This is an optimization exercise on Yosys and OpenROAD, whose aim is small area, a short achievable clock period and few clock cycles, not a production implementation.
Function was checked by simulation only, so behaviour that the tests miss may differ from the original.
Power figures rest on the tool's default switching activity, not on a simulated workload.

===== design/flow/design.v =====
module rs485_frame_asm (
    input  wire         clk,
    input  wire         rst,
    input  wire [255:0] addr_map,
    input  wire         in_valid,
    input  wire [7:0]   in_data,
    output wire         in_ready,
    output wire         out_valid,
    output wire [7:0]   out_data,
    output wire         out_last,
    input  wire         out_ready,
    output wire         idle
);
    localparam integer R  = 264;         
    localparam integer TD = 3;           
    localparam integer NT = R >> TD;
    localparam integer K  = 3;           
    localparam [8:0]   RM = 9'd263;
    function [15:0] crcstep;
        input [15:0] c;
        input [7:0]  b;
        integer i;
        reg [15:0] r;
        begin
            r = c ^ {8'h00, b};
            for (i = 0; i < 8; i = i + 1)
                r = r[0] ? ((r >> 1) ^ 16'hA001) : (r >> 1);
            crcstep = r;
        end
    endfunction
    function [8:0] inc9;
        input [8:0] x;
        inc9 = (x == RM) ? 9'd0 : x + 9'd1;
    endfunction
    function [8:0] subm;
        input [8:0] a;
        input [8:0] b;
        reg [9:0] d;
        begin
            d = {1'b0, a} - {1'b0, b};
            subm = d[9] ? (d[8:0] + 9'd264) : d[8:0];
        end
    endfunction
    reg [8*R-1:0] ring;
    reg [8:0]     T;              
    reg [255:0]   addr_mask;
    reg [7:0]     ib0, ib1;       
    reg [1:0]     icnt;
    reg           in_ready_r;
    reg [8:0]     wp;             
    reg           prev_isaddr;    
    reg [15:0]    pcrc;           
    reg [8:0]     prev_slot;
    reg           pins_v;         
    reg [2:0]     pins_q;         
    reg           pdead;          
    reg [K-1:0]   ev;             
    reg [K-1:0]   enk;            
    reg [8:0]     est  [0:K-1];   
    reg [15:0]    ecrc [0:K-1];
    reg [8:0]     erem [0:K-1];   
    reg [3:0]     ecnt [0:K-1];   
    reg [K-1:0]   ehv;            
    reg [2:0]     ehq  [0:K-1];   
    reg [K*K-1:0] older;          
    reg [K-1:0]   enn;            
    reg [8:0]     qs [0:7];       
    reg [8:0]     qe [0:7];       
    reg [3:0]     qh, qm, qt;     
    reg           ef;             
    reg           ov_v;           
    reg [8:0]     ov;
    reg           ovh_v;          
    reg [2:0]     ovh_q;
    reg           ins_v;          
    reg [8:0]     ins_s, ins_e;
    reg [3:0]     ins_c;          
    reg [K-1:0]   ins_nw;         
    reg           resc;           
    reg [8:0]     rs;
    reg           ord_v;          
    reg [8:0]     rd_s, rd_e;
    reg [8:0]     rd_st;          
    reg           out_valid_r, out_last_r;
    reg [7:0]     out_data_r;
    reg           idle_r;
    assign in_ready  = in_ready_r;
    assign out_valid = out_valid_r;
    assign out_data  = out_data_r;
    assign out_last  = out_last_r;
    assign idle      = idle_r;
    integer k, j;
    wire [8:0] Tn = inc9(T);      
    wire       pend   = (qm != qt);
    wire [3:0] npend  = qt - qm;
    wire [3:0] qcount = qt - qh;
    wire       q_full = (qcount == 4'd8);
    wire [3:0] qt_m1  = qt - 4'd1;
    wire [8:0] P0e    = qe[qm[2:0]];
    wire [8:0] tls    = qs[qt_m1[2:0]];
    reg blocked;
    always @(*) begin
        blocked = 1'b0;
        for (k = 0; k < K; k = k + 1)
            if (ev[k] && ecnt[k] == 4'd0) blocked = 1'b1;
    end
    wire emit = pend & ~ef & ~blocked & ~ins_v;
    reg [K-1:0] e_host_em;
    always @(*) begin
        for (k = 0; k < K; k = k + 1)
            e_host_em[k] = emit & ehv[k] & (ehq[k] == qm[2:0]);
    end
    wire trig_cond = ov_v & ~(|ev) & ~pend & ~ins_v & ~resc;
    wire ring_empty = ~ord_v & (qh == qt) & ~(|ev) & ~ov_v & ~ins_v &
                      ~prev_isaddr & ~resc;
    wire [8:0] wp1 = inc9(wp);
    reg  m_wp0, m_wp1;
    always @(*) begin
        m_wp0 = (ord_v & (rd_s == wp)) | (~ord_v & (qh != qt) & (qs[qh[2:0]] == wp)) |
                (ov_v & (ov == wp)) | (ins_v & (ins_s == wp));
        m_wp1 = (ord_v & (rd_s == wp1)) | (~ord_v & (qh != qt) & (qs[qh[2:0]] == wp1)) |
                (ov_v & (ov == wp1)) | (ins_v & (ins_s == wp1));
        for (k = 0; k < K; k = k + 1) begin
            m_wp0 = m_wp0 | (ev[k] & (est[k] == wp));
            m_wp1 = m_wp1 | (ev[k] & (est[k] == wp1));
        end
    end
    reg  wl0, wl1, cons_last, sync_r;
    wire wp_live   = cons_last ? wl1 : wl0;
    wire can_write = ring_empty | (sync_r & ~wp_live);
    wire [7:0] rtap = ring[8*R-1 -: 8];    
    wire live_consume = ~resc & (icnt != 2'd0) & ~ins_v & ~trig_cond & can_write;
    wire resc_consume = resc & (rs == Tn) & (rs != wp) & ~ins_v;
    wire consume = live_consume | resc_consume;
    wire [7:0] cbyte = resc ? rtap : ib0;
    wire [8:0] cslot = resc ? rs : Tn;
    wire       c_isaddr = addr_mask[cbyte];
    reg [K-1:0] e_done, e_pass;
    always @(*) begin
        for (k = 0; k < K; k = k + 1) begin
            e_done[k] = ev[k] & enk[k] & (erem[k] == 9'd1);
            e_pass[k] = e_done[k] & (ecrc[k][15:8] == 8'h00) & (ecrc[k][7:0] == cbyte);
        end
    end
    reg [K-1:0] p1_oh, p2_oh;
    reg [1:0]   p1_i, p2_i;
    reg         p1_v, p2_v;
    always @(*) begin
        for (k = 0; k < K; k = k + 1) begin
            p1_oh[k] = e_pass[k];
            for (j = 0; j < K; j = j + 1)
                if (j != k && e_pass[j] && older[j*K+k]) p1_oh[k] = 1'b0;
        end
        for (k = 0; k < K; k = k + 1) begin
            p2_oh[k] = e_pass[k] & ~p1_oh[k];
            for (j = 0; j < K; j = j + 1)
                if (j != k && e_pass[j] && !p1_oh[j] && older[j*K+k]) p2_oh[k] = 1'b0;
        end
        p1_v = |p1_oh; p2_v = |p2_oh;
        p1_i = p1_oh[1] ? 2'd1 : p1_oh[2] ? 2'd2 : 2'd0;
        p2_i = p2_oh[1] ? 2'd1 : p2_oh[2] ? 2'd2 : 2'd0;
    end
    reg [K-1:0] nw_p1, nw_p2;     
    always @(*) begin
        for (k = 0; k < K; k = k + 1) begin
            nw_p1[k] = older[p1_i*K+k];
            nw_p2[k] = older[p2_i*K+k];
        end
    end
    wire p1_host  = ehv[p1_i];
    wire conflict = enn[p1_i];                     
    wire tr_ovl   = consume & p1_v & p1_host;
    wire tr_two   = consume & p1_v & ~p1_host & p2_v;
    wire ins_fr   = p1_v & ~p1_host & ~p2_v & ~conflict & ~q_full;
    wire ins_fast = consume & ins_fr;
    wire ins_slow = consume & p1_v & ~p1_host & ~ins_fr;
    wire sp_pop   = ins_v & (npend != ins_c);
    wire sp_trunc = ins_v & ~sp_pop & q_full;
    wire sp_ins   = ins_v & ~sp_pop & ~q_full;
    reg        tr_v;
    reg [8:0]  tr_s;
    reg        tr_hv;
    reg [2:0]  tr_hq;
    reg [K-1:0] tr_kill;
    always @(*) begin
        tr_v = 1'b0; tr_s = 9'd0; tr_hv = 1'b0; tr_hq = 3'd0; tr_kill = {K{1'b0}};
        if (tr_ovl) begin
            tr_v = 1'b1; tr_s = est[p1_i]; tr_hv = 1'b1; tr_hq = ehq[p1_i];
            tr_kill = nw_p1;
        end else if (tr_two) begin
            tr_v = 1'b1; tr_s = est[p2_i]; tr_hv = ehv[p2_i]; tr_hq = ehq[p2_i];
            tr_kill = nw_p2;
        end else if (sp_pop) begin
            tr_v = 1'b1; tr_s = tls;
            for (k = 0; k < K; k = k + 1)
                tr_kill[k] = (ecnt[k] == npend);
        end else if (sp_trunc) begin
            tr_v = 1'b1; tr_s = ins_s;
            tr_kill = ins_nw;
        end
    end
    wire cr_want = consume & prev_isaddr & (cbyte == 8'h03);
    wire       nh_v = ins_fast | pins_v;
    wire [2:0] nh_q = ins_fast ? qt[2:0] : pins_q;
    wire       pins_em = pins_v & emit & (pins_q == qm[2:0]);
    wire       nh_dead = pdead | pins_em;
    reg [1:0] free_i;
    reg       free_v;
    always @(*) begin
        free_v = 1'b0; free_i = 2'd0;
        for (k = K - 1; k >= 0; k = k - 1)
            if (!ev[k]) begin free_v = 1'b1; free_i = k[1:0]; end
    end
    wire cr_ok  = cr_want & ~ov_v & ~nh_dead;
    wire cr_do  = cr_ok & free_v;
    wire cr_ovf = cr_ok & ~free_v & ~tr_v;
    reg [3:0] ecnt_p1 [0:K-1];
    reg [3:0] ecnt_m1 [0:K-1];
    always @(*) begin
        for (k = 0; k < K; k = k + 1) begin
            ecnt_p1[k] = ecnt[k] + 4'd1;
            ecnt_m1[k] = ecnt[k] - 4'd1;
        end
    end
    wire [3:0] npend_n = npend + {3'd0, ins_fast | sp_ins} - {3'd0, emit} - {3'd0, sp_pop};
    wire [7:0] tapv [0:NT-1];
    genvar gt;
    generate
        for (gt = 0; gt < NT; gt = gt + 1) begin : g_tap
            assign tapv[gt] = ring[8*(((gt+1)<<TD)-1) +: 8];
        end
    endgenerate
    wire       oal      = (rd_st[TD-1:0] == {TD{1'b1}});
    wire [7:0] obyte    = tapv[rd_st[8:TD]];
    wire       out_free = ~out_valid_r | out_ready;
    wire       rd_take  = ord_v & oal & out_free;
    wire       rd_lastb = (rd_s == rd_e);
    wire       q_emitted = (qh != qm);
    wire [3:0] qh1 = qh + 4'd1;
    wire       rd_next = (qh1 != qm);    
    reg  [8:0] pf_st;                    
    wire [8:0] rd_st_inc = (rd_st == RM) ? 9'd0 : rd_st + 9'd1;
    wire quiet = (icnt == 2'd0) & ~resc & ~ins_v & ~emit & ~trig_cond &
                 ~q_emitted & ~ord_v & ~out_valid_r;
    always @(posedge clk) begin
        ring <= {ring[8*(R-1)-1:0], live_consume ? ib0 : rtap};
    end
    wire push = in_valid & in_ready_r;
    wire [1:0] icnt_n = icnt + {1'b0, push} - {1'b0, live_consume};
    always @(posedge clk) begin
        if (rst) begin
            addr_mask <= addr_map;
            T <= 9'd0;
            sync_r <= 1'b0;
            cons_last <= 1'b0;
            wl0 <= 1'b0;
            wl1 <= 1'b0;
            icnt <= 2'd0;
            in_ready_r <= 1'b0;
            wp <= 9'd0;
            prev_isaddr <= 1'b0;
            pins_v <= 1'b0;
            pdead <= 1'b0;
            ev <= {K{1'b0}};
            ehv <= {K{1'b0}};
            qh <= 4'd0; qm <= 4'd0; qt <= 4'd0;
            ef <= 1'b0;
            ov_v <= 1'b0;
            ovh_v <= 1'b0;
            ins_v <= 1'b0;
            resc <= 1'b0;
            ord_v <= 1'b0;
            out_valid_r <= 1'b0;
            idle_r <= 1'b1;
        end else begin
            T <= Tn;
            wl0 <= m_wp0;
            wl1 <= m_wp1;
            cons_last <= live_consume;
            sync_r <= live_consume | (wp == inc9(Tn));
            pf_st <= subm(inc9(Tn), qs[qh1[2:0]]);
            icnt <= icnt_n;
            in_ready_r <= (icnt_n != 2'd2);
            case (icnt)
                2'd0: if (push) ib0 <= in_data;
                2'd1: begin
                    if (push && live_consume) ib0 <= in_data;
                    else if (push) ib1 <= in_data;
                end
                default: if (live_consume) ib0 <= ib1;
            endcase
            if (live_consume) wp <= inc9(Tn);
            if (consume) begin
                prev_isaddr <= c_isaddr;
                pcrc        <= crcstep(16'hFFFF, cbyte);
                prev_slot   <= cslot;
                pins_v      <= ins_fast;
                pins_q      <= qt[2:0];
                pdead       <= 1'b0;
            end else if (sp_ins) begin
                pins_v      <= 1'b1;
                pins_q      <= qt[2:0];
            end else if (ins_v) begin
                pins_v      <= 1'b0;
            end else if (pins_em) begin
                pins_v      <= 1'b0;
                pdead       <= 1'b1;
            end
            for (k = 0; k < K; k = k + 1) begin
                if ((ins_fast && older[p1_i*K+k] && !emit) || (sp_ins && ins_nw[k]))
                    ecnt[k] <= ecnt_p1[k];
                else if (emit && !(ins_fast && older[p1_i*K+k]))
                    ecnt[k] <= ecnt_m1[k];
                if (ins_fast && older[k*K+p1_i]) enn[k] <= 1'b1;
                else if (sp_ins && !ins_nw[k]) enn[k] <= 1'b1;
                else if (sp_pop) enn[k] <= (ecnt[k] != npend - 4'd1);
                if (ins_fast && older[p1_i*K+k]) begin
                    ehv[k] <= 1'b1; ehq[k] <= qt[2:0];
                end else if (sp_ins && ins_nw[k]) begin
                    ehv[k] <= 1'b1; ehq[k] <= qt[2:0];
                end
                if (consume && ev[k]) begin
                    ecrc[k] <= crcstep(ecrc[k], cbyte);
                    if (!enk[k]) begin
                        enk[k]  <= 1'b1;
                        erem[k] <= {1'b0, cbyte} + 9'd2;
                    end else begin
                        erem[k] <= erem[k] - 9'd1;
                    end
                end
                if (e_host_em[k] || tr_kill[k] || (consume && e_done[k]))
                    ev[k] <= 1'b0;
                if (cr_do && free_i == k[1:0]) begin
                    ev[k]   <= ~tr_v;
                    enk[k]  <= 1'b0;
                    est[k]  <= prev_slot;
                    ecrc[k] <= crcstep(pcrc, cbyte);
                    ecnt[k] <= npend_n;
                    enn[k]  <= 1'b0;
                    ehv[k]  <= nh_v;
                    ehq[k]  <= nh_q;
                    for (j = 0; j < K; j = j + 1) begin
                        older[j*K+k] <= (j != k);
                        older[k*K+j] <= 1'b0;
                    end
                end
            end
            if (cr_ovf) begin
                ov_v  <= 1'b1;
                ov    <= prev_slot;
                ovh_v <= nh_v;
                ovh_q <= nh_q;
            end else if (tr_v) begin
                ovh_v <= tr_hv;
                ovh_q <= tr_hq;
                ov_v  <= 1'b1;
                ov    <= tr_s;
                if (emit && tr_hv && tr_hq == qm[2:0]) begin
                    ovh_v <= 1'b0;
                    if (inc9(P0e) == wp) ov_v <= 1'b0;
                    else ov <= inc9(P0e);
                end
            end else if (emit && ov_v && ovh_v && ovh_q == qm[2:0]) begin
                ovh_v <= 1'b0;
                if (inc9(P0e) == wp) ov_v <= 1'b0;
                else ov <= inc9(P0e);
            end else if (trig_cond) begin
                ov_v <= 1'b0;
            end else if ((ins_fast || sp_ins) && ov_v && !ovh_v) begin
                ovh_v <= 1'b1;
                ovh_q <= qt[2:0];
            end
            ef <= live_consume ? 1'b0 : (ef | emit);
            if (consume && p1_v && !q_full) begin
                qs[qt[2:0]] <= est[p1_i];
                qe[qt[2:0]] <= cslot;
            end else if (sp_ins) begin
                qs[qt[2:0]] <= ins_s;
                qe[qt[2:0]] <= ins_e;
            end
            if (ins_fast || sp_ins) qt <= qt + 4'd1;
            else if (sp_pop) qt <= qt - 4'd1;
            if (emit) qm <= qm + 4'd1;
            if (consume && p1_v) begin
                ins_s  <= est[p1_i];
                ins_e  <= cslot;
                ins_c  <= ecnt[p1_i] - {3'd0, emit};
                ins_nw <= (nw_p1 | (cr_do ? (1 << free_i) : {K{1'b0}})) &
                          ~(p2_v ? nw_p2 | (1 << p2_i) : {K{1'b0}});
            end else if (ins_v) begin
                ins_nw <= ins_nw & ~tr_kill;
            end
            if (ins_slow) begin
                ins_v  <= 1'b1;
            end else if (sp_trunc || sp_ins) begin
                ins_v <= 1'b0;
            end
            if (trig_cond) begin
                resc <= 1'b1;
                rs   <= ov;
                prev_isaddr <= 1'b0;
                pins_v <= 1'b0;
            end else if (resc) begin
                if (resc_consume) rs <= inc9(rs);
                if (rs == wp) resc <= 1'b0;
            end
            if (!ord_v) begin
                if (q_emitted) begin
                    ord_v <= 1'b1;
                    rd_s  <= qs[qh[2:0]];
                    rd_e  <= qe[qh[2:0]];
                    rd_st <= subm(Tn, qs[qh[2:0]]);
                end
            end else if (rd_take) begin
                rd_s <= inc9(rd_s);
                if (rd_lastb) begin
                    qh <= qh1;
                    if (rd_next) begin
                        rd_s  <= qs[qh1[2:0]];
                        rd_e  <= qe[qh1[2:0]];
                        rd_st <= pf_st;
                    end else begin
                        ord_v <= 1'b0;
                    end
                end
            end else begin
                rd_st <= rd_st_inc;
            end
            if (rd_take) begin
                out_valid_r <= 1'b1;
                out_data_r  <= obyte;
                out_last_r  <= rd_lastb;
            end else if (out_ready) begin
                out_valid_r <= 1'b0;
            end
            idle_r <= quiet & ~push;
        end
    end
endmodule

===== design/flow/run.sh =====
#!/bin/bash
# synth_recipe.tcl (not shown) runs the flow's synth.tcl, then flattens the netlist and writes it again
# the make line also repeats each setting of config.mk as NAME=value (left out here)
make -C /OpenROAD-flow-scripts/flow DESIGN_CONFIG=/design/flow/config.mk WORK_HOME=/design/flow/orfs CLKGATE_MAP_FILE= SYNTH_SCRIPT=/design/flow/synth_recipe.tcl finish

===== design/flow/config.mk =====
export PLATFORM = sky130hd
export DESIGN_NAME = rs485_frame_asm
export DESIGN_NICKNAME = rs485_frame_asm
export VERILOG_FILES = /design/flow/design.v
export SDC_FILE = /design/flow/constraint.sdc
export NUM_CORES = 8
export LEC_CHECK = 0
export CAP_MARGIN = 20
export CORE_MARGIN = 2
export CORE_UTILIZATION = 60
export CTS_CLUSTER_DIAMETER = 80
export CTS_CLUSTER_SIZE = 24
export PLACE_DENSITY = 0.7
export SETUP_SLACK_MARGIN = 5
export SLEW_MARGIN = 20
export SYNTH_MEMORY_MAX_BITS = 4096

===== design/flow/constraint.sdc =====
create_clock -name core_clock -period 12.0 [get_ports {clk}]
set_input_delay 2.4000 -clock core_clock [delete_from_list [all_inputs] [get_ports {clk}]]
set_output_delay 2.4000 -clock core_clock [all_outputs]
set_load 0.01 [all_outputs]

==> results.toml, run 1 <==
[timing]
worst-slew-pin-transition_ps = 1240
finalSetupTns_ps = 0
setup_violations = 0
slew-limit-headroom_pct = 17.0
skew_ps = 70.9
max_freq_mhz = 152
fin_crit_sh_pct = 54.9
hold_viol = 0
fin_crit_ps = 6590
drv_slew = 0
rsz0062_at_grt = "no"

[clock_network]
cts_buffers = 145
clk_pin_slew_ps = 100
insertion_delay_ps = 810
clock_path_buffers = 3
cts_tree = "yes"
root_buffer = "clkbuf_16"
htreeDepth = 4
cts.sinks = 2837

[synth]
synth_top_area_share_pct = 51.9
synth_commonest_cells = "2172 x dfxtp_1, 665 x edfxtp_1, 528 x nand2_1"
synth.net_count = 6204
netlist_area_sq_um = 83800
synth_cells = 5851
synth_cell_types = 94
synth_edf_count = 665
synth_ff_type = "dfxtp_1"
yosysWarnings = 8
ys_seq_area_share_pct = 75.7
yosysTopAreaCell = "dfxtp_1"
yosysMostFrequentCell = "dfxtp_1"
synthArstFlopShare_pct = 0
syn_area_per_cell_sq_um = 14.3
synth_seq_cells = 2837
synth_area_leaders = "dfxtp_1 52%, edfxtp_1 24%, mux4_2 2.9%"

[run]
max_cap_violations = 0

[setup_path]
crit_buf_inv = 6
crit_path_end_kind = "register"
required_ps = 12520
critPathLaunchType = "register"
path_delay_family = "simple AND/OR/NAND/NOR gates"
cp_max_fo = 65
crit_type = "reg -> reg"
cp.arrival_ps = 7110
cpMaxStageDelayCell = "dfxtp_2"
max_stage_delay_ps = 430
path_cells = "buf_8, mux2i_4, buf_16, inv_4, buf_6, xnor2_1, ha_1, and4_2, nand4_1, nor2_4, or2_1, buf_6, o21ai_0, nor4b_2, and3_4, or2_4, ha_1, ha_1, inv_1, fa_1, xnor2_1, xnor2_1, nor2b_1, or3_1"

[global_route]
grt_pass1_vias = 44600
grt_pass1_wl_mm = 286
grt_util_all_layers_pct = 27.3
antenna_found_initial = 25
grt_max_degree = 195
grt_overflow_total = 0

[floorplanning]
num_io_pins = 280
die_area_sq_um = 143000
start_util_pct = 60.3
die_w_microns = 378
core-area_sq_um = 139000
die_height_microns = 378
rows = 137

[detailed_routing]
ant_nets = 0
detail_route.first_pass.iterations = 5
routed_via_density = 5.60
wire_per_inst_microns = 24.1
vias = 45300
drt-initial-drc-count = 4295
routed_wl_mm = 195
drc = 0

[final_layout]
layout.nets = 6502
seq_area_sq_um = 63500
nFillCells = 9638
multi_input_area_sq_um = 19300
drive_gt1_share_pct = 8.51
syn_to_final_growth_pct = 11.6
final_core_util_pct = 67.3

[outcome]
run_status = "timing/DRC/antenna clean"

[placement]
globalplace.congestion = 0.922
io_buffers = 279
dp_hpwl_mm = 131

[min_path]
hp-class = "reg -> reg"

[power_and_ir_drop]
power_density_nw_per_um2 = 188
irDropWorstVdd_mv = 0.140
power.total_mw = 17.6
leakage_nw = 34.8
-- power breakdown --
part / leakage, nW / switching, mW / internal [mW] / total (mW)
sequential: 23.8 / 0.270 / 10.4 / 10.7
clock: 2.09 / 3.00 / 2.34 / 5.33
combinational: 8.92 / 0.978 / 0.579 / 1.56
total: 34.8 / 4.25 / 13.3 / 17.6
-- path summary, 6_finish.rpt --
path                     start  cells past startpoint                   end  slack [ps]
min reg2reg  ring[710]$_DFF_P_                      0     ring[718]$_DFF_P_         260
min          ring[710]$_DFF_P_                      0     ring[718]$_DFF_P_         260
max            resc$_SDFF_PP0_                     24  ecnt[0][3]$_DFFE_PP_        5410
max reg2reg    resc$_SDFF_PP0_                     24  ecnt[0][3]$_DFFE_PP_        5410
-- cell type report --
| cell class | count | share of cell area [%] |
|---|---|---|
| Antenna cell | 22 | 0.0589 |
| Clock buffer | 168 | 4.02 |
| Clock inverter | 35 | 0.610 |
| Inverter | 102 | 0.416 |
| Multi-Input combinational cell | 2690 | 20.7 |
| Sequential cell | 2837 | 67.9 |
| Tap cell | 1876 | 2.51 |
| Timing Repair Buffer | 372 | 3.83 |
| Timing Repair inverter | 1 | 0.00535 |
-- logic make-up (layout without fill, tap and decap cells) --
logic type	after synthesis	in the layout	share of synthesized area (%)
buf+inv	324	678	1.49
fa+ha+maj	85	85	1.31
mux	243	243	4.59
other cells	0	22	0
xor+xnor	410	410	4.38
flops	2837	2837	75.7
compound gates	609	609	4.97
simple gates	1343	1343	7.54
-- what timing repair did --
item / CTS / global route
pin swaps: 0 / 1
endpoints found under the setup margin: 39 / 4
resized for setup: 10 / 12
buffers inserted: 3 / 2
hold buffers: 0 / 0
cloned: 2 / 0
-- per-stage QoR --
step                setup WS (ps)  instances  hold slack [ps]  instance area [sq um]
finish                       5410       8103              264                  93500
global route                 5030       8102              261                  93500
CTS                          5030       8077              258                  93400
detailed placement           3690       7869              312                  88900
global placement             3880       7868              310                  88900
floorplan                    5090       5851              310                  83800
-- metal layers --
layer	GRT usage, %	up-vias	wire length (microns)
li1	-	21000	-
met1	37.3	22300	82600
met2	44.3	1700	92900
met3	4.84	326	13900
met4	9.12	2	5630
met5	0	-	13
-- cells in the final DEF, fill, tap and decap left out, types with 30 or more instances in the layout --
| cell type | count |
|---|---|
| edfxtp_1 | 665 |
| mux2_2 | 43 |
| a22o_1 | 37 |
| xor2_1 | 164 |
| o21ai_0 | 100 |
| nor3_1 | 52 |
| inv_1 | 94 |
| nand4_1 | 72 |
| and3_1 | 35 |
| ha_1 | 79 |
| clkbuf_16 | 146 |
| a21oi_1 | 143 |
| a311oi_1 | 46 |
| clkdlybuf4s50_1 | 278 |
| a22oi_1 | 73 |
| nand3_1 | 209 |
| nor2_1 | 207 |
| nor4_1 | 48 |
| mux2i_1 | 84 |
| nor2_2 | 30 |
| buf_4 | 84 |
| mux4_2 | 108 |
| xnor2_1 | 238 |
| nand2_1 | 528 |
| dfxtp_1 | 2167 |
| a221oi_1 | 35 |
-- flip-flops by register name (all words and copies together), names as in the netlist, 8 cells and up, named ones only --
name,flops
rd_st,9
prev_slot,9
qs,72
ib0,8
ecnt,12
qe,72
rd_e,9
erem,27
ov,9
ib1,8
ins_s,9
pf_st,9
pcrc,11
ins_e,9
rs,9
ehq,9
est,27
wp,9
out_data_r,8
rd_s,9
addr_mask,256
T,9
ring,2112
ecrc,48
Testbench counts, summed over its fixed seeds: cycles 17,061.
==> run 2, diff against run 1 <==
--- a/design/flow/design.v
+++ b/design/flow/design.v
@@ -48,7 +48,9 @@
     reg [1:0]     icnt;
     reg           in_ready_r;
     reg [8:0]     wp;             
-    reg           prev_isaddr;    
+    reg           pbv;            
+    reg [7:0]     pb;
+    reg           pia_r;          
     reg [15:0]    pcrc;           
     reg [8:0]     prev_slot;
     reg           pins_v;         
@@ -59,11 +61,10 @@
     reg [8:0]     est  [0:K-1];   
     reg [15:0]    ecrc [0:K-1];
     reg [8:0]     erem [0:K-1];   
-    reg [3:0]     ecnt [0:K-1];   
+    reg [3:0]     eb   [0:K-1];   
     reg [K-1:0]   ehv;            
     reg [2:0]     ehq  [0:K-1];   
     reg [K*K-1:0] older;          
-    reg [K-1:0]   enn;            
     reg [8:0]     qs [0:7];       
     reg [8:0]     qe [0:7];       
     reg [3:0]     qh, qm, qt;     
@@ -74,7 +75,7 @@
     reg [2:0]     ovh_q;
     reg           ins_v;          
     reg [8:0]     ins_s, ins_e;
-    reg [3:0]     ins_c;          
+    reg [3:0]     ins_b;          
     reg [K-1:0]   ins_nw;         
     reg           resc;           
     reg [8:0]     rs;
@@ -92,7 +93,6 @@
     integer k, j;
     wire [8:0] Tn = inc9(T);      
     wire       pend   = (qm != qt);
-    wire [3:0] npend  = qt - qm;
     wire [3:0] qcount = qt - qh;
     wire       q_full = (qcount == 4'd8);
     wire [3:0] qt_m1  = qt - 4'd1;
@@ -102,7 +102,7 @@
     always @(*) begin
         blocked = 1'b0;
         for (k = 0; k < K; k = k + 1)
-            if (ev[k] && ecnt[k] == 4'd0) blocked = 1'b1;
+            if (ev[k] && eb[k] == qm) blocked = 1'b1;
     end
     wire emit = pend & ~ef & ~blocked & ~ins_v;
     reg [K-1:0] e_host_em;
@@ -112,7 +112,7 @@
     end
     wire trig_cond = ov_v & ~(|ev) & ~pend & ~ins_v & ~resc;
     wire ring_empty = ~ord_v & (qh == qt) & ~(|ev) & ~ov_v & ~ins_v &
-                      ~prev_isaddr & ~resc;
+                      ~pia_r & ~cons_last & ~resc;
     wire [8:0] wp1 = inc9(wp);
     reg  m_wp0, m_wp1;
     always @(*) begin
@@ -134,7 +134,7 @@
     wire consume = live_consume | resc_consume;
     wire [7:0] cbyte = resc ? rtap : ib0;
     wire [8:0] cslot = resc ? rs : Tn;
-    wire       c_isaddr = addr_mask[cbyte];
+    wire       prev_isaddr = pbv & addr_mask[pb];
     reg [K-1:0] e_done, e_pass;
     always @(*) begin
         for (k = 0; k < K; k = k + 1) begin
@@ -168,13 +168,13 @@
         end
     end
     wire p1_host  = ehv[p1_i];
-    wire conflict = enn[p1_i];                     
+    wire conflict = (eb[p1_i] != qt);              
     wire tr_ovl   = consume & p1_v & p1_host;
     wire tr_two   = consume & p1_v & ~p1_host & p2_v;
     wire ins_fr   = p1_v & ~p1_host & ~p2_v & ~conflict & ~q_full;
     wire ins_fast = consume & ins_fr;
     wire ins_slow = consume & p1_v & ~p1_host & ~ins_fr;
-    wire sp_pop   = ins_v & (npend != ins_c);
+    wire sp_pop   = ins_v & (qt != ins_b);
     wire sp_trunc = ins_v & ~sp_pop & q_full;
     wire sp_ins   = ins_v & ~sp_pop & ~q_full;
     reg        tr_v;
@@ -193,7 +193,7 @@
         end else if (sp_pop) begin
             tr_v = 1'b1; tr_s = tls;
             for (k = 0; k < K; k = k + 1)
-                tr_kill[k] = (ecnt[k] == npend);
+                tr_kill[k] = (eb[k] == qt);
         end else if (sp_trunc) begin
             tr_v = 1'b1; tr_s = ins_s;
             tr_kill = ins_nw;
@@ -214,15 +214,7 @@
     wire cr_ok  = cr_want & ~ov_v & ~nh_dead;
     wire cr_do  = cr_ok & free_v;
     wire cr_ovf = cr_ok & ~free_v & ~tr_v;
-    reg [3:0] ecnt_p1 [0:K-1];
-    reg [3:0] ecnt_m1 [0:K-1];
-    always @(*) begin
-        for (k = 0; k < K; k = k + 1) begin
-            ecnt_p1[k] = ecnt[k] + 4'd1;
-            ecnt_m1[k] = ecnt[k] - 4'd1;
-        end
-    end
-    wire [3:0] npend_n = npend + {3'd0, ins_fast | sp_ins} - {3'd0, emit} - {3'd0, sp_pop};
+    wire [3:0] qt1 = qt + 4'd1;
     wire [7:0] tapv [0:NT-1];
     genvar gt;
     generate
@@ -258,7 +250,8 @@
             icnt <= 2'd0;
             in_ready_r <= 1'b0;
             wp <= 9'd0;
-            prev_isaddr <= 1'b0;
+            pbv <= 1'b0;
+            pia_r <= 1'b0;
             pins_v <= 1'b0;
             pdead <= 1'b0;
             ev <= {K{1'b0}};
@@ -274,6 +267,7 @@
             idle_r <= 1'b1;
         end else begin
             T <= Tn;
+            pia_r <= prev_isaddr;
             wl0 <= m_wp0;
             wl1 <= m_wp1;
             cons_last <= live_consume;
@@ -291,7 +285,8 @@
             endcase
             if (live_consume) wp <= inc9(Tn);
             if (consume) begin
-                prev_isaddr <= c_isaddr;
+                pbv         <= 1'b1;
+                pb          <= cbyte;
                 pcrc        <= crcstep(16'hFFFF, cbyte);
                 prev_slot   <= cslot;
                 pins_v      <= ins_fast;
@@ -307,13 +302,8 @@
                 pdead       <= 1'b1;
             end
             for (k = 0; k < K; k = k + 1) begin
-                if ((ins_fast && older[p1_i*K+k] && !emit) || (sp_ins && ins_nw[k]))
-                    ecnt[k] <= ecnt_p1[k];
-                else if (emit && !(ins_fast && older[p1_i*K+k]))
-                    ecnt[k] <= ecnt_m1[k];
-                if (ins_fast && older[k*K+p1_i]) enn[k] <= 1'b1;
-                else if (sp_ins && !ins_nw[k]) enn[k] <= 1'b1;
-                else if (sp_pop) enn[k] <= (ecnt[k] != npend - 4'd1);
+                if ((ins_fast && older[p1_i*K+k]) || (sp_ins && ins_nw[k]))
+                    eb[k] <= qt1;
                 if (ins_fast && older[p1_i*K+k]) begin
                     ehv[k] <= 1'b1; ehq[k] <= qt[2:0];
                 end else if (sp_ins && ins_nw[k]) begin
@@ -335,8 +325,7 @@
                     enk[k]  <= 1'b0;
                     est[k]  <= prev_slot;
                     ecrc[k] <= crcstep(pcrc, cbyte);
-                    ecnt[k] <= npend_n;
-                    enn[k]  <= 1'b0;
+                    eb[k]   <= ins_fast ? qt1 : qt;
                     ehv[k]  <= nh_v;
                     ehq[k]  <= nh_q;
                     for (j = 0; j < K; j = j + 1) begin
@@ -384,7 +373,7 @@
             if (consume && p1_v) begin
                 ins_s  <= est[p1_i];
                 ins_e  <= cslot;
-                ins_c  <= ecnt[p1_i] - {3'd0, emit};
+                ins_b  <= eb[p1_i];
                 ins_nw <= (nw_p1 | (cr_do ? (1 << free_i) : {K{1'b0}})) &
                           ~(p2_v ? nw_p2 | (1 << p2_i) : {K{1'b0}});
             end else if (ins_v) begin
@@ -398,7 +387,7 @@
             if (trig_cond) begin
                 resc <= 1'b1;
                 rs   <= ov;
-                prev_isaddr <= 1'b0;
+                pbv  <= 1'b0;
                 pins_v <= 1'b0;
             end else if (resc) begin
                 if (resc_consume) rs <= inc9(rs);
==> results.toml, run 2 <==
[outcome]
run_status = "timing/DRC/antenna clean"

[timing]
finalSetupTns_ps = 0
drv_slew = 0
hold_viol = 0
hold_slack_ps = 312
max_freq_mhz = 153
rsz0062_at_grt = "no"
slew-limit-headroom_pct = 23.6
worst-slew-pin-transition_ps = 1140
setup_violations = 0
fin_crit_ps = 6520
setup_slack_ps = 5480
skew_ps = 50.4
fin_crit_sh_pct = 54.3

[detailed_routing]
routed_wl_mm = 190
routed_via_density = 5.64
vias = 42700
detail_route.first_pass.iterations = 5
drc = 0
drt-initial-drc-count = 3948
ant_nets = 0
wire_per_inst_microns = 25.0

[final_layout]
nFillCells = 9439
drive_gt1_share_pct = 11.0
mostFrequentLayoutCell = "dfxtp_1"
largest_reg_flops = 2112
fin_cells = 7574
top_register = "ring"
top_regs = "ring (2112), addr_mask (256)"
layout.nets = 6048
stdcell_area_sq_um = 93000
syn_to_final_growth_pct = 11.3
most-common-layout-cells = "2169 x dfxtp_1, 669 x edfxtp_1, 278 x clkdlybuf4s50_1"

[setup_path]
crit_type = "reg -> reg"
required_ps = 12420
r2r-end = "ov[2]$_DFFE_PP_"
r2r_cells = 14
cp_max_fo = 20
crit_path_end_kind = "register"
cp.arrival_ps = 6940
r2r_setup_slack_ps = 5480
critPathLaunchType = "register"
r2r-start = "resc$_SDFF_PP0_"

[synth]
syn_area_per_cell_sq_um = 15.5
synth_seq_cells = 2842
yosysMostFrequentCell = "dfxtp_1"
synth_area_leaders = "dfxtp_1 52%, edfxtp_1 24%, mux4_2 4.8%"
synth_ff_type = "dfxtp_1"
yosysWarnings = 6
synth_commonest_cells = "2173 x dfxtp_1, 669 x edfxtp_1, 210 x nor2_1"
synth_edf_count = 669
synth.net_count = 5710
yosysTopAreaCell = "dfxtp_1"
ys_seq_area_share_pct = 76.2
synth_cells = 5374
synthArstFlopShare_pct = 0
synth_cell_types = 104
netlist_area_sq_um = 83500
synth_top_area_share_pct = 52.1

[placement]
dp_hpwl_mm = 131
dpl_cell_area_sq_um = 88600
globalplace.congestion = 0.916
place_inst = 7360
place_ws_ps = 5320
io_buffers = 279

[clock_network]
clk_pin_slew_ps = 100
post_cts_buffers = 0
cts.sinks = 2842
cts_tree = "yes"
htreeDepth = 4
insertion_delay_ps = 820
clock_path_buffers = 3
root_buffer = "clkbuf_16"
cts_buffers = 144

[global_route]
antenna_found_initial = 9
grt_util_all_layers_pct = 26.7
grt_pass1_vias = 42300
grt_pass1_wl_mm = 277
grt_max_degree = 200
grt_overflow_total = 0

[floorplanning]
die_area_sq_um = 142000
core-area_sq_um = 138000
rows = 136
start_util_pct = 60.6
die_w_microns = 377
num_io_pins = 280
die_height_microns = 377

[power_and_ir_drop]
irDropWorstVdd_mv = 0.145
leakage_nw = 34.4
power_density_nw_per_um2 = 186

[min_path]
hold_depth = 0
hp-class = "reg -> reg"
hold_start = "ring[488]$_DFF_P_"
hold_end = "ring[496]$_DFF_P_"

[run]
max_cap_violations = 0
-- run 2: changes by cell type after synthesis, sizes merged, moves of 31 or more --
cell,before,now
xor2,166,200
nand2,529,196
mux2,45,76
mux4,108,178
xnor2,239,201
a311oi,46,3
clkbuf,181,112
buf,41,74
nand3,209,92
-- run 2: cells by family (layout without fill, tap and decap cells) --
family / count (synthesis) / count (layout) / share of synthesized area, %
AO/OA/AOI/OAI: 539 / 539 / 4.54
XOR/XNOR: 403 / 403 / 4.26
adder cells (fa/ha/maj): 68 / 68 / 1.04
buffers and inverters: 284 / 682 / 1.41
flip-flops: 2842 / 2842 / 76.2
multiplexers: 362 / 362 / 7.13
other: 0 / 8 / 0
AND/OR/NAND/NOR: 876 / 876 / 5.45
-- run 2: per-layer routing --
| metal | share of wire [%] | global-route usage (%) | vias to the layer above |
|---|---|---|---|
| li1 | - | - | 19700 |
| met1 | 44 | 37.7 | 21300 |
| met2 | 48 | 43.4 | 1435 |
| met3 | 6.3 | 4.24 | 274 |
| met4 | 2.4 | 7.02 | 2 |
| met5 | 0.0058 | 0 | - |
-- run 2: final cells by class --
cell class | count | area (sq um) | area share, %
flip-flops and latches | 2842 | 63600 | 68.4
multi-input cells | 2248 | 18900 | 20.3
clock buffers | 167 | 3690 | 3.97
repair buffers | 378 | 3550 | 3.82
well taps | 1794 | 2240 | 2.41
clock inverters | 39 | 607 | 0.653
inverters | 98 | 368 | 0.396
diodes | 8 | 20.0 | 0.0215
-- run 2: metrics by stage --
| step | power [mW] | utilization, % |
|---|---|---|
| detailed placement | 12.2 | 64.3 |
| global placement | 12.1 | 64.3 |
| CTS | 17.4 | 67.4 |
| global route | 17.9 | 67.4 |
| finish | 17.3 | 67.4 |
| floorplan | 11.6 | - |
-- run 2: power breakdown --
| group | internal, mW | switching, mW |
|---|---|---|
| Sequential | 10.4 | 0.231 |
| Clock | 2.31 | 3.00 |
| Combinational | 0.561 | 0.772 |
| Total | 13.3 | 4.00 |
-- run 2: how the worst max path moves through the flow --
stage / slack [ps] / depth (start not counted) / end / from
after global placement: 5300 / 13 / ov[6]$_DFFE_PP_ / resc$_SDFF_PP0_
after detailed placement: 5320 / 13 / ov[5]$_DFFE_PP_ / resc$_SDFF_PP0_
final: 5480 / 14 / ov[2]$_DFFE_PP_ / resc$_SDFF_PP0_
after floorplan: 5690 / 16 / qe[0][0]$_DFFE_PP_ / resc$_SDFF_PP0_
after global routing: 5110 / 16 / ov[8]$_DFFE_PP_ / resc$_SDFF_PP0_
after CTS: 5230 / 13 / ov[2]$_DFFE_PP_ / resc$_SDFF_PP0_
-- run 2: worst max-delay path: stages, from the launching register on --
cell and delay (ps):
dfxtp_1 590, buf_4 340, mux2i_1 220, buf_4 240, xor2_1 240, ha_1 180
and4_1 450, nand3_1 270, a311oi_1 650, nand2_1 590, a31o_2 380, or3_1 580
nand3_1 680, nor2_1 180, a21oi_2 530
-- run 2: timing repair --
action                     CTS  global route
hold buffers                 0             0
gates resized for setup      0             2
setup endpoints to repair    0            10
Testbench counts of run 2, summed over its fixed seeds: cycles 17,061.
==> run 3, diff against run 2 <==
--- a/design/flow/design.v
+++ b/design/flow/design.v
@@ -65,6 +65,9 @@
     reg [K-1:0]   ehv;            
     reg [2:0]     ehq  [0:K-1];   
     reg [K*K-1:0] older;          
+    reg [K-1:0]   lp_done;        
+    reg [K-1:0]   lp_pass;        
+    reg           lp_03;
     reg [8:0]     qs [0:7];       
     reg [8:0]     qe [0:7];       
     reg [3:0]     qh, qm, qt;     
@@ -138,8 +141,8 @@
     reg [K-1:0] e_done, e_pass;
     always @(*) begin
         for (k = 0; k < K; k = k + 1) begin
-            e_done[k] = ev[k] & enk[k] & (erem[k] == 9'd1);
-            e_pass[k] = e_done[k] & (ecrc[k][15:8] == 8'h00) & (ecrc[k][7:0] == cbyte);
+            e_done[k] = ev[k] & lp_done[k];
+            e_pass[k] = e_done[k] & lp_pass[k];
         end
     end
     reg [K-1:0] p1_oh, p2_oh;
@@ -199,7 +202,7 @@
             tr_kill = ins_nw;
         end
     end
-    wire cr_want = consume & prev_isaddr & (cbyte == 8'h03);
+    wire cr_want = consume & prev_isaddr & lp_03;
     wire       nh_v = ins_fast | pins_v;
     wire [2:0] nh_q = ins_fast ? qt[2:0] : pins_q;
     wire       pins_em = pins_v & emit & (pins_q == qm[2:0]);
@@ -234,6 +237,30 @@
     wire [8:0] rd_st_inc = (rd_st == RM) ? 9'd0 : rd_st + 9'd1;
     wire quiet = (icnt == 2'd0) & ~resc & ~ins_v & ~emit & ~trig_cond &
                  ~q_emitted & ~ord_v & ~out_valid_r;
+    wire [7:0] rtap2 = ring[8*(R-1)-1 -: 8];    
+    wire       la_resc = (resc & (rs != wp)) | trig_cond;
+    reg  [7:0] nb;
+    always @(*) begin
+        if (la_resc)                         nb = rtap2;
+        else if (live_consume)               nb = (icnt == 2'd2) ? ib1 : in_data;
+        else                                 nb = (icnt != 2'd0) ? ib0 : in_data;
+    end
+    reg [15:0] crc_nx [0:K-1];
+    reg [K-1:0] done_nx;
+    always @(*) begin
+        for (k = 0; k < K; k = k + 1) begin
+            if (cr_do && free_i == k[1:0]) begin
+                crc_nx[k]  = crcstep(pcrc, cbyte);
+                done_nx[k] = 1'b0;
+            end else if (consume && ev[k]) begin
+                crc_nx[k]  = crcstep(ecrc[k], cbyte);
+                done_nx[k] = enk[k] & (erem[k] == 9'd2);
+            end else begin
+                crc_nx[k]  = ecrc[k];
+                done_nx[k] = enk[k] & (erem[k] == 9'd1);
+            end
+        end
+    end
     always @(posedge clk) begin
         ring <= {ring[8*(R-1)-1:0], live_consume ? ib0 : rtap};
     end
@@ -268,6 +295,11 @@
         end else begin
             T <= Tn;
             pia_r <= prev_isaddr;
+            lp_03 <= (nb == 8'h03);
+            for (k = 0; k < K; k = k + 1) begin
+                lp_done[k] <= done_nx[k];
+                lp_pass[k] <= (crc_nx[k] == {8'h00, nb});
+            end
             wl0 <= m_wp0;
             wl1 <= m_wp1;
             cons_last <= live_consume;
==> results.toml, run 3 <==
[floorplanning]
rows = 137
die_area_sq_um = 144000
start_util_pct = 60.6
num_io_pins = 280
die_w_microns = 380
die_height_microns = 380
core-area_sq_um = 140000

[run]
max_cap_violations = 0

[setup_path]
path_cells = "xor2_1, nor4_2, a21oi_1, nand2_1, inv_1, nor2_1, buf_4, or4_4, mux2_2, xor2_1, nand4_1, a211oi_2"
critPathLaunchType = "register"
max_stage_delay_ps = 880
required_ps = 12570
cp.arrival_ps = 6160
cpMaxStageDelayCell = "nor4_2"
crit_top_cell = "xor2_1"
crit_path_end_kind = "register"
path_delay_family = "simple AND/OR/NAND/NOR gates"
crit_buf_inv = 2
cp_max_fo = 35
crit_type = "reg -> reg"

[min_path]
hp-class = "reg -> reg"

[synth]
synth_top_area_share_pct = 51.4
synthArstFlopShare_pct = 0
yosysTopAreaCell = "dfxtp_1"
synth_cells = 5607
yosysWarnings = 7
netlist_area_sq_um = 84700
ys_seq_area_share_pct = 75.4
yosysMostFrequentCell = "dfxtp_1"
synth.net_count = 5930
synth_ff_type = "dfxtp_1"
synth_edf_count = 676
synth_area_leaders = "dfxtp_1 51%, edfxtp_1 24%, mux4_2 3.8%"
synth_cell_types = 94
synth_seq_cells = 2849
syn_area_per_cell_sq_um = 15.1
synth_commonest_cells = "2173 x dfxtp_1, 676 x edfxtp_1, 301 x nand2_1"

[clock_network]
ctsHoldBuffers = 0
cts_tree = "yes"
htreeDepth = 4
root_buffer = "clkbuf_16"
clk_pin_slew_ps = 100
clock_path_buffers = 3
cts_resized = 0
post_cts_buffers = 0
cts.sinks = 2849
insertion_delay_ps = 810
cts_buffers = 143

[final_layout]
largest_reg_flops = 2112
mostFrequentLayoutCell = "dfxtp_1"
most-common-layout-cells = "2169 x dfxtp_1, 676 x edfxtp_1, 301 x nand2_1"
drive_gt1_share_pct = 9.41
top_regs = "ring (2112), addr_mask (256)"
layout.nets = 6256
syn_to_final_growth_pct = 11.2
top_register = "ring"
stdcell_area_sq_um = 94100
nFillCells = 9589

[detailed_routing]
wire_per_inst_microns = 24.4
vias = 44400
drt-initial-drc-count = 4320
detail_route.first_pass.iterations = 6
routed_wl_mm = 193
routed_via_density = 5.64
drc = 0
ant_nets = 0

[placement]
place_ws_ps = 6570
io_buffers = 279
dpl_cell_area_sq_um = 89800
globalplace.congestion = 0.922
dp_hpwl_mm = 131

[power_and_ir_drop]
irDropWorstVdd_mv = 0.162
leakage_nw = 34.9
power_density_nw_per_um2 = 189

[timing]
max_freq_mhz = 179
drv_slew = 0
setup_slack_ps = 6410
fin_crit_sh_pct = 46.6
worst-slew-pin-transition_ps = 1200
fin_crit_ps = 5590
skew_ps = 66.3
rsz0062_at_grt = "no"
hold_viol = 0
setup_violations = 0
slew-limit-headroom_pct = 20.1
finalSetupTns_ps = 0

[global_route]
grt_util_all_layers_pct = 26.4
grt_pass1_wl_mm = 284
grt_pass1_vias = 43900
grt_max_degree = 174
grt_overflow_total = 0
antenna_found_initial = 21

[outcome]
run_status = "timing/DRC/antenna clean"
[run 3: cell count changes after synthesis, moves of 23 or more]
cell / previous run / this run
nor2_1: 210 / 233
o21ai_0: 96 / 130
mux2i_1: 107 / 178
a221oi_1: 30 / 57
a22oi_1: 72 / 47
xnor2_1: 201 / 242
nand2_1: 195 / 301
mux4_2: 178 / 141
[run 3: power breakdown]
| group | switching (mW) | internal, mW | total (mW) |
|---|---|---|---|
| clock network | 2.98 | 2.33 | 5.31 |
| registers | 0.279 | 10.4 | 10.7 |
| logic | 1.12 | 0.669 | 1.79 |
| total | 4.38 | 13.4 | 17.8 |
[run 3: layer usage]
layer	GRT usage, %	vias up	wire (microns)
met1	37.2	22000	83400
met3	4.25	320	12900
met4	7.58	10	5150
met2	42.7	1668	91000
met5	0	-	68
li1	-	20400	-
[run 3: area by class of cell]
cell class,instances,area (sq um),area share [%]
Clock buffer,170,3740,3.98
Timing Repair Buffer,381,3580,3.81
Multi-Input combinational cell,2471,19800,21.0
Sequential cell,2849,63800,67.8
Clock inverter,33,542,0.576
Tap cell,1876,2350,2.49
Inverter,87,327,0.347
Antenna cell,10,25.0,0.0266
[run 3: worst register-to-register path: stages (launching register included)]
cell and delay (ps):
dfxtp_1 770, xor2_1 170, nor4_2 880, a21oi_1 450, nand2_1 750, inv_1 240
nor2_1 570, buf_4 300, or4_4 460, mux2_2 420, xor2_1 170, nand4_1 160
a211oi_2 40
[run 3: final timing paths]
check	end	slack, ps	startpoint	cells after the start
hold reg to reg	ring[1635]$_DFF_P_	270	ring[1627]$_DFF_P_	0
hold / removal	ring[1635]$_DFF_P_	270	ring[1627]$_DFF_P_	0
setup reg to reg	lp_pass[0]$_DFFE_PN_	6410	qt[3]$_SDFFE_PP0P_	12
setup / recovery	lp_pass[0]$_DFFE_PN_	6410	qt[3]$_SDFFE_PP0P_	12
[run 3: metrics by stage]
stage	hold WS, ps	power, mW	utilization (%)	std cells
floorplan	310	11.9	-	5607
global placement	310	12.7	64.3	7662
detailed placement	312	12.7	64.3	7663
CTS	272	17.9	67.3	7866
global route	274	18.4	67.4	7876
finish	274	17.8	67.4	7877
[run 3: logic make-up (layout without fill, tap and decap cells)]
kind of cell / after synthesis / count (layout) / share of synthesized area [%]
compound gates: 594 / 594 / 4.85
fa+ha+maj: 55 / 55 / 0.831
xor+xnor: 454 / 454 / 4.74
flops: 2849 / 2849 / 75.4
simple gates: 970 / 970 / 5.54
buf+inv: 287 / 671 / 1.47
mux: 398 / 398 / 7.20
other cells: 0 / 10 / 0
Testbench counts of run 3, summed over its fixed seeds: cycles 17,061.
==> run 4, diff against run 3 <==
--- a/design/flow/config.mk
+++ b/design/flow/config.mk
@@ -7,10 +7,10 @@
 export LEC_CHECK = 0
 export CAP_MARGIN = 20
 export CORE_MARGIN = 2
-export CORE_UTILIZATION = 60
+export CORE_UTILIZATION = 70
 export CTS_CLUSTER_DIAMETER = 80
 export CTS_CLUSTER_SIZE = 24
-export PLACE_DENSITY = 0.7
+export PLACE_DENSITY = 0.8
 export SETUP_SLACK_MARGIN = 5
 export SLEW_MARGIN = 20
 export SYNTH_MEMORY_MAX_BITS = 4096
==> results.toml, run 4 <==
[synth]
synthArstFlopShare_pct = 0
synth.net_count = 5930
synth_cell_types = 94
yosysTopAreaCell = "dfxtp_1"
synth_seq_cells = 2849
synth_commonest_cells = "2173 x dfxtp_1, 676 x edfxtp_1, 301 x nand2_1"
synth_area_leaders = "dfxtp_1 51%, edfxtp_1 24%, mux4_2 3.8%"
ys_seq_area_share_pct = 75.4
synth_cells = 5607
synth_edf_count = 676
yosysWarnings = 7
synth_top_area_share_pct = 51.4
syn_area_per_cell_sq_um = 15.1
yosysMostFrequentCell = "dfxtp_1"
netlist_area_sq_um = 84700
synth_ff_type = "dfxtp_1"

[global_route]
grt_util_all_layers_pct = 34.5
antenna_found_initial = 30
grt_pass1_vias = 47100
grt_overflow_total = 0
grt_max_degree = 185
grt_pass1_wl_mm = 310

[setup_path]
crit_path_end_kind = "register"
path_cells = "buf_4, mux4_2, nand2_1, a311oi_1, o21ai_1, and3_1, or4b_4, or3_1, and2_1, a21oi_1"
r2r_setup_slack_ps = 6430
critPathLaunchType = "register"
crit_buf_inv = 1
r2r_cells = 10
max_stage_delay_ps = 840
r2r-end = "ov[5]$_DFFE_PP_"
required_ps = 12460
cp_max_fo = 65
cpMaxStageDelayCell = "buf_4"
path_delay_family = "simple AND/OR/NAND/NOR gates"
r2r-start = "pb[2]$_DFFE_PP_"
cp.arrival_ps = 6020
crit_type = "reg -> reg"

[final_layout]
most-common-layout-cells = "2169 x dfxtp_1, 676 x edfxtp_1, 301 x nand2_1"
stdcell_area_sq_um = 93400
top_register = "ring"
mostFrequentLayoutCell = "dfxtp_1"
syn_to_final_growth_pct = 10.3
nFillCells = 6355
final_core_util_pct = 77.8
top_regs = "ring (2112), addr_mask (256)"
largest_reg_flops = 2112
seq_area_sq_um = 63800
drive_gt1_share_pct = 8.85
multi_input_area_sq_um = 19800
layout.nets = 6226

[clock_network]
root_buffer = "clkbuf_16"
htreeDepth = 4
cts_buffers = 139
clk_pin_slew_ps = 100
ctsHoldBuffers = 0
insertion_delay_ps = 830
clock_path_buffers = 3
cts_resized = 0
post_cts_buffers = 0
cts.sinks = 2849
cts_tree = "yes"

[min_path]
hold_end = "ring[211]$_DFF_P_"
hold_start = "ring[203]$_DFF_P_"
hp-class = "reg -> reg"
hold_depth = 0

[timing]
hold_slack_ps = 288
max_freq_mhz = 180
skew_ps = 68.8
setup_slack_ps = 6430
drv_slew = 0
rsz0062_at_grt = "no"
finalSetupTns_ps = 0
fin_crit_sh_pct = 46.4
setup_violations = 0
hold_viol = 0
worst-slew-pin-transition_ps = 1240
slew-limit-headroom_pct = 17.3
fin_crit_ps = 5570

[floorplanning]
die_area_sq_um = 124000
core-area_sq_um = 120000
rows = 127
num_io_pins = 280
die_w_microns = 352
die_height_microns = 352
start_util_pct = 70.6

[detailed_routing]
routed_wl_mm = 213
drt-initial-drc-count = 5538
routed_via_density = 6.09
drc = 0
vias = 46200
detail_route.first_pass.iterations = 6
ant_nets = 0
wire_per_inst_microns = 28.0

[placement]
dp_hpwl_mm = 135
place_ws_ps = 6520
globalplace.congestion = 0.949
dpl_cell_area_sq_um = 89300
io_buffers = 279

[power_and_ir_drop]
irDropWorstVdd_mv = 0.171
leakage_nw = 34.6
power_density_nw_per_um2 = 191

[outcome]
run_status = "timing/DRC/antenna clean"

[run]
max_cap_violations = 0
## run 4: cell counts after synthesis
No cell type changed its count.
## run 4: area by class of cell
cell class | count | share of cell area [%]
antenna | 27 | 0.0724
clock buffer | 170 | 3.87
clock inverter | 23 | 0.405
inverter | 87 | 0.350
multi-input combinational | 2471 | 21.2
sequential | 2849 | 68.3
tap | 1612 | 2.16
timing repair buffer | 355 | 3.62
## run 4: worst max-delay path by stage
| stage | startpoint | to | slack [ps] | cells past startpoint |
|---|---|---|---|---|
| 3_5_place_dp | out_ready | rd_e[5]$_DFFE_PP_ | 6520 | 5 |
| 5_1_grt | T[0]$_SDFF_PP0_ | pf_st[7]$_DFFE_PN_ | 5980 | 20 |
| 4_1_cts | pb[2]$_DFFE_PP_ | ov[7]$_DFFE_PP_ | 6580 | 10 |
| 2_1_floorplan | rst | qe[1][0]$_DFFE_PP_ | 6630 | 6 |
| 3_3_place_gp | out_ready | rd_e[2]$_DFFE_PP_ | 6660 | 5 |
| 6_report | pb[2]$_DFFE_PP_ | ov[5]$_DFFE_PP_ | 6430 | 10 |
## run 4: kinds of logic after synthesis
| kind of cell | after synthesis | share of synthesized area [%] |
|---|---|---|
| fa+ha+maj | 55 | 0.831 |
| xor+xnor | 454 | 4.74 |
| buf+inv | 287 | 1.47 |
| simple gates | 970 | 5.54 |
| compound gates | 594 | 4.85 |
| flops | 2849 | 75.4 |
| mux | 398 | 7.20 |
## run 4: power by group
part	leakage [nW]	internal [mW]	switching, mW	total (mW)
Sequential	23.9	10.4	0.338	10.8
Combinational	8.81	0.664	1.15	1.81
Clock	1.92	2.20	3.04	5.24
Total	34.6	13.3	4.53	17.8
## run 4: per-stage QoR
step                power, mW  std cells
global route             18.3       7588
global placement         12.6       7371
CTS                      17.8       7564
floorplan                11.9       5607
detailed placement       12.7       7371
finish                   17.8       7594
## run 4: per-layer routing
layer | GRT usage, % | part of all wire, % | routed length, microns | up-vias
met1 | 45.2 | 39 | 82900 | 23000
met2 | 57.7 | 49 | 104000 | 2394
met5 | 0 | 0.023 | 48 | -
met4 | 14.0 | 4.2 | 8870 | 6
met3 | 6.00 | 7.9 | 16800 | 524
li1 | - | - | - | 20300
==> run 5, diff against run 4 <==
==> design/flow/flow/run.sh (new file) <==
#!/bin/bash
set -euo pipefail
bash standard.sh SETUP_SLACK_MARGIN=8 finish > standard_flow.log 2>&1
==> design/flow/standard.sh (new file) <==
#!/bin/bash
# synth_recipe.tcl (not shown) runs the flow's synth.tcl, then flattens the netlist and writes it again
# the make line also repeats each setting of config.mk as NAME=value (left out here)
make -C /OpenROAD-flow-scripts/flow DESIGN_CONFIG=/design/flow/config.mk WORK_HOME=/design/flow/orfs CLKGATE_MAP_FILE= SYNTH_SCRIPT=/design/flow/synth_recipe.tcl "${@:-finish}"
--- a/design/flow/config.mk
+++ b/design/flow/config.mk
@@ -7,10 +7,9 @@
 export LEC_CHECK = 0
 export CAP_MARGIN = 20
 export CORE_MARGIN = 2
-export CORE_UTILIZATION = 70
+export CORE_UTILIZATION = 60
 export CTS_CLUSTER_DIAMETER = 80
 export CTS_CLUSTER_SIZE = 24
-export PLACE_DENSITY = 0.8
-export SETUP_SLACK_MARGIN = 5
+export PLACE_DENSITY = 0.7
 export SLEW_MARGIN = 20
 export SYNTH_MEMORY_MAX_BITS = 4096
removed: design/flow/run.sh
==> results.toml, run 5 <==
[synth]
yosysMostFrequentCell = "dfxtp_1"
synth.net_count = 5930
synth_area_leaders = "dfxtp_1 51%, edfxtp_1 24%, mux4_2 3.8%"
netlist_area_sq_um = 84700
synth_top_area_share_pct = 51.4
synth_cells = 5607
synthArstFlopShare_pct = 0
synth_edf_count = 676
yosysWarnings = 7
ys_seq_area_share_pct = 75.4
syn_area_per_cell_sq_um = 15.1
synth_commonest_cells = "2173 x dfxtp_1, 676 x edfxtp_1, 301 x nand2_1"
yosysTopAreaCell = "dfxtp_1"
synth_ff_type = "dfxtp_1"
synth_cell_types = 94
synth_seq_cells = 2849

[final_layout]
mostFrequentLayoutCell = "dfxtp_1"
top_register = "ring"
most-common-layout-cells = "2145 x dfxtp_1, 676 x edfxtp_1, 291 x nand2_1"
largest_reg_flops = 2112
syn_to_final_growth_pct = 13.9
layout.nets = 6370
fin_cells = 7995
nFillCells = 9392
stdcell_area_sq_um = 96500
drive_gt1_share_pct = 13.6
top_regs = "ring (2112), addr_mask (256)"
final_core_util_pct = 69.0

[min_path]
hold_end = "ring[2003]$_DFF_P_"
hp-class = "reg -> reg"
hold_depth = 0
hold_start = "ring[1995]$_DFF_P_"

[global_route]
grt_max_degree = 76
grt_pass1_wl_mm = 288
grt_util_all_layers_pct = 27.0
grt_overflow_total = 0
antenna_found_initial = 31
grt_pass1_vias = 44300

[outcome]
run_status = "timing/DRC/antenna clean"

[detailed_routing]
drc = 0
routed_via_density = 5.63
wire_per_inst_microns = 24.7
vias = 45000
detail_route.first_pass.iterations = 7
routed_wl_mm = 197
ant_nets = 0
drt-initial-drc-count = 4399

[timing]
fin_crit_sh_pct = 35.0
finalSetupTns_ps = 0
fin_crit_ps = 4200
worst-slew-pin-transition_ps = 1200
setup_slack_ps = 7800
setup_violations = 0
rsz0062_at_grt = "yes"
hold_viol = 0
skew_ps = 108
slew-limit-headroom_pct = 20.0
max_freq_mhz = 238
drv_slew = 0

[floorplanning]
num_io_pins = 280
core-area_sq_um = 140000
die_area_sq_um = 144000
die_height_microns = 380
die_w_microns = 380
start_util_pct = 60.6
rows = 137

[placement]
place_inst = 7652
dp_hpwl_mm = 132
globalplace.congestion = 0.908
io_buffers = 279
place_ws_ps = 6790
dpl_cell_area_sq_um = 89900

[setup_path]
r2r_cells = 13
crit_path_end_kind = "register"
r2r-start = "pb[2]$_DFFE_PP_"
cp_max_fo = 7
r2r_setup_slack_ps = 7880
path_cells = "clkdlybuf4s50_1, nor2_1, a211oi_1, a32oi_2, a21oi_1, a311oi_1, or4_1, nor4_1"
cp.arrival_ps = 4840
cpMaxStageDelayCell = "clkdlybuf4s50_1"
crit_type = "in -> reg"
critPathLaunchType = "primary input"
max_stage_delay_ps = 700
r2r-end = "lp_pass[2]$_DFFE_PN_"
required_ps = 12640

[clock_network]
clock_path_buffers = 3
root_buffer = "clkbuf_16"
ctsHoldBuffers = 0
cts.sinks = 2849
cts_tree = "yes"
insertion_delay_ps = 840
clk_pin_slew_ps = 100
cts_buffers = 144
htreeDepth = 4

[power_and_ir_drop]
leakage_nw = 35.8
power_density_nw_per_um2 = 186
irDropWorstVdd_mv = 0.151

[run]
max_cap_violations = 0
run 5: cell types whose count changed in the layout (fill, tap and decap cells not counted), sizes merged, moves of 5 or more:
cell | before | now
dlygate4sd2 | 0 | 8
clkbuf | 173 | 163
inv | 95 | 100
clkdlybuf4s50 | 278 | 266
diode | 27 | 19
buf | 74 | 211
run 5: worst max path at each step:
stage                        from                   end  slack [ps]  cells past startpoint
2_1_floorplan                 rst      ib1[0]$_DFFE_PP_        7820                      3
3_3_place_gp                  rst    qe[1][5]$_DFFE_PP_        6930                      6
3_5_place_dp                  rst    qe[1][0]$_DFFE_PP_        6790                      6
4_1_cts        qt[1]$_SDFFE_PP0P_  lp_pass[2]$_DFFE_PN_        7800                     15
5_1_grt                in_data[3]  lp_pass[2]$_DFFE_PN_        7680                      8
6_report               in_data[3]  lp_pass[2]$_DFFE_PN_        7800                      8
run 5: power by group:
group          total [mW]  internal [mW]  switching [mW]
clock network        5.32           2.34            2.98
logic                1.95          0.765            1.19
registers            10.7           10.4           0.275
run 5: cell families (layout without fill, tap and decap cells):
family                     Yosys count  after routing  synth area share (%)
AOI/OAI and AO/OA                  594            594                  4.85
and+or+nand+nor                    970            972                  5.54
adders and majority gates           55             55                 0.831
muxes                              398            398                  7.20
other                                0             19                     0
xor gates and xnor gates           454            454                  4.74
DFF                               2849           2849                  75.4
buffers and inverters              287            778                  1.47
run 5: through the flow:
stage / hold WS [ps] / power, mW
6_report: 264 / 18.0
5_1_grt: 264 / 18.6
4_1_cts: 269 / 18.0
3_5_place_dp: 312 / 12.7
3_3_place_gp: 310 / 12.6
2_1_floorplan: 310 / 11.9
run 5: critical path: cells and delay by family:
kind	cells	cell delay, ps
AO/OA/AOI/OAI	4	920
AND/OR/NAND/NOR	3	820
buffers and inverters	1	700
run 5: cell type report:
class | count | area [sq um] | share of cell area [%]
clock inverter | 37 | 604 | 0.627
tap | 1876 | 2350 | 2.43
sequential | 2849 | 63800 | 66.2
multi-input combinational | 2473 | 20600 | 21.4
inverter | 87 | 347 | 0.359
timing repair buffer | 492 | 4920 | 5.10
clock buffer | 162 | 3690 | 3.83
antenna | 19 | 47.5 | 0.0493
run 5: per-layer routing:
layer | share of wire (%) | wire length [microns] | track usage [%]
met1 | 43 | 84900 | 38.2
met2 | 47 | 92400 | 42.7
met3 | 7.4 | 14600 | 4.92
met4 | 2.6 | 5180 | 8.19
met5 | 0.032 | 64 | 0
run 5: what timing repair did:
| item | in CTS | in global routing |
|---|---|---|
| cloned | 8 | 1 |
| endpoints found under the hold margin | 0 | 0 |
| gates resized for setup | 177 | 83 |
| pin swaps | 56 | 35 |
| setup buffers | 77 | 39 |
| endpoints found under the setup margin | 386 | 206 |
==> run 6, diff against run 5 <==
==> design/flow/flow/run.sh (replaced) <==
#!/bin/bash
set -euo pipefail
bash standard.sh SETUP_SLACK_MARGIN=9 \
  "BUFFER_PORTS_ARGS=-buffer_cell sky130_fd_sc_hd__buf_1" \
  "CTS_ARGS=-sink_clustering_enable -repair_clock_nets -sink_clustering_size 24 -sink_clustering_max_diameter 80 -dont_use_dummy_load" \
  finish > standard_flow.log 2>&1
==> results.toml, run 6 <==
[outcome]
run_status = "timing/DRC/antenna clean"

[setup_path]
cpMaxStageDelayCell = "a2111oi_4"
r2r-end = "qs[3][1]$_DFFE_PP_"
crit_type = "reg -> reg"
cp.arrival_ps = 4600
crit_buf_inv = 10
cp.depth = 20
r2r_setup_slack_ps = 7860
path_cells = "buf_4, nand3_1, o21ai_2, o2111ai_2, a2111oi_4, buf_4, and3_4, buf_6, nor2_4, buf_6, buf_6, or2_4, o31ai_4, buf_6, nand2_8, buf_6, buf_6, nor2_4, buf_6, buf_12"
critPathLaunchType = "register"
r2r-start = "T[0]$_SDFF_PP0_"
path_delay_family = "buffers and inverters"

[synth]
synth_commonest_cells = "2173 x dfxtp_1, 676 x edfxtp_1, 301 x nand2_1"
yosysWarnings = 7
yosysTopAreaCell = "dfxtp_1"
synth_cell_types = 94
synth_edf_count = 676
synth.net_count = 5930
synth_area_leaders = "dfxtp_1 51%, edfxtp_1 24%, mux4_2 3.8%"
synth_ff_type = "dfxtp_1"
yosysMostFrequentCell = "dfxtp_1"
synth_cells = 5607
ys_seq_area_share_pct = 75.4

[clock_network]
clock_path_buffers = 3
htreeDepth = 4
cts_tree = "yes"
insertion_delay_ps = 800

[placement]
globalplace.congestion = 0.951
dpl_cell_area_sq_um = 88600
place_inst = 7653
place_ws_ps = 6660
dp_hpwl_mm = 130

[power_and_ir_drop]
seqPwrFrac_pct = 59.1
internal-power_mw = 13.7
leakage_nw = 36.9
switchingPower_mw = 4.45
power_frac_comb_pct = 13.6
switching_share_pct = 24.6

[final_layout]
top_regs = "ring (2112), addr_mask (256)"
stdcell_area_sq_um = 99500
final_core_util_pct = 71.2
syn_to_final_growth_pct = 17.6
most-common-layout-cells = "2139 x dfxtp_1, 676 x edfxtp_1, 274 x nand2_1"
largest_reg_flops = 2112
layout.nets = 6634

[floorplanning]
num_io_pins = 280
rows = 137
die_height_microns = 380
die_area_sq_um = 144000
core-area_sq_um = 140000
die_w_microns = 380

[detailed_routing]
ant_nets = 0
drt-initial-drc-count = 4906
drc = 0
routed_via_density = 5.73
vias = 47100

[min_path]
hold_end = "ring[523]$_DFF_P_"
hold_depth = 0

[run]
max_cap_violations = 0

[timing]
skew_ps = 113
hold_viol = 0
fin_crit_sh_pct = 34.5
worst-slew-pin-transition_ps = 1180
hold_slack_ps = 253
setup_violations = 0
drv_slew = 0

[global_route]
antenna_found_initial = 26
grt_pass1_vias = 45600
grt_overflow_total = 0
grt_util_all_layers_pct = 27.7
grt_max_degree = 60
run 6: metal layers:
layer	track usage, %	routed length, microns
met1	38.8	85400
met2	43.2	95600
met3	5.43	17600
met4	9.95	8420
met5	0	161
run 6: power groups by stage:
stage	sequential, mW	combinational [mW]	clock (mW)
after floorplan	10.8	1.20	0
final	10.7	2.47	4.94
after detailed placement	10.9	1.73	0
after global placement	10.9	1.72	0
after CTS	10.7	2.19	5.00
after global routing	10.8	2.58	5.33
run 6: layout make-up:
class | count | area (sq um)
clock buffer | 146 | 3650
multi-input combinational | 2476 | 22400
antenna | 23 | 57.6
timing repair buffer | 749 | 6810
inverter | 87 | 372
fill | 8945 | 40200
sequential | 2849 | 63900
tap | 1876 | 2350
timing repair inverter | 2 | 12.5
run 6: how the worst max path moves through the flow:
stage,start,end,slack [ps]
detailed placement,rst,qe[2][6]$_DFFE_PP_,6660
global placement,rst,qe[2][3]$_DFFE_PP_,6680
global route,T[0]$_SDFF_PP0_,lp_pass[2]$_DFFE_PN_,7740
finish,T[0]$_SDFF_PP0_,qs[3][1]$_DFFE_PP_,7860
floorplan,rst,ib1[0]$_DFFE_PP_,7830
CTS,pb[0]$_DFFE_PP_,lp_pass[0]$_DFFE_PN_,7940
run 6: cell families (layout without fill, tap and decap cells):
| group | Yosys count | count (layout) | synth area share [%] |
|---|---|---|---|
| mux | 398 | 398 | 7.20 |
| flops | 2849 | 2849 | 75.4 |
| other cells | 0 | 23 | 0 |
| buf+inv | 287 | 984 | 1.47 |
| fa+ha+maj | 55 | 55 | 0.831 |
| compound gates | 594 | 594 | 4.85 |
| xor+xnor | 454 | 454 | 4.74 |
| simple gates | 970 | 975 | 5.54 |
run 6: timing repair:
item / in CTS / in global routing
gates resized for setup: 434 / 277
endpoints found under the hold margin: 0 / 0
setup endpoints to repair: 959 / 629
gates cloned: 35 / 14
pin swaps: 117 / 123
hold buffers: 0 / 0
setup buffers: 228 / 109
run 6: worst register-to-register path: cells and delay by family, from the launching register on:
kind	cells	cell delay [ps]
buffers and inverters	10	1370
flip-flops	1	380
AND/OR/NAND/NOR	6	920
AO/OA/AOI/OAI	4	1160

Setup slack of run 6, layout unchanged: 7.865 ns with ideal ports, 7.865 ns with driving cells assumed (clock clkbuf_16, inputs buf_2), 7.208 ns with port delays also shifted by the 0.826 ns mid clock arrival.
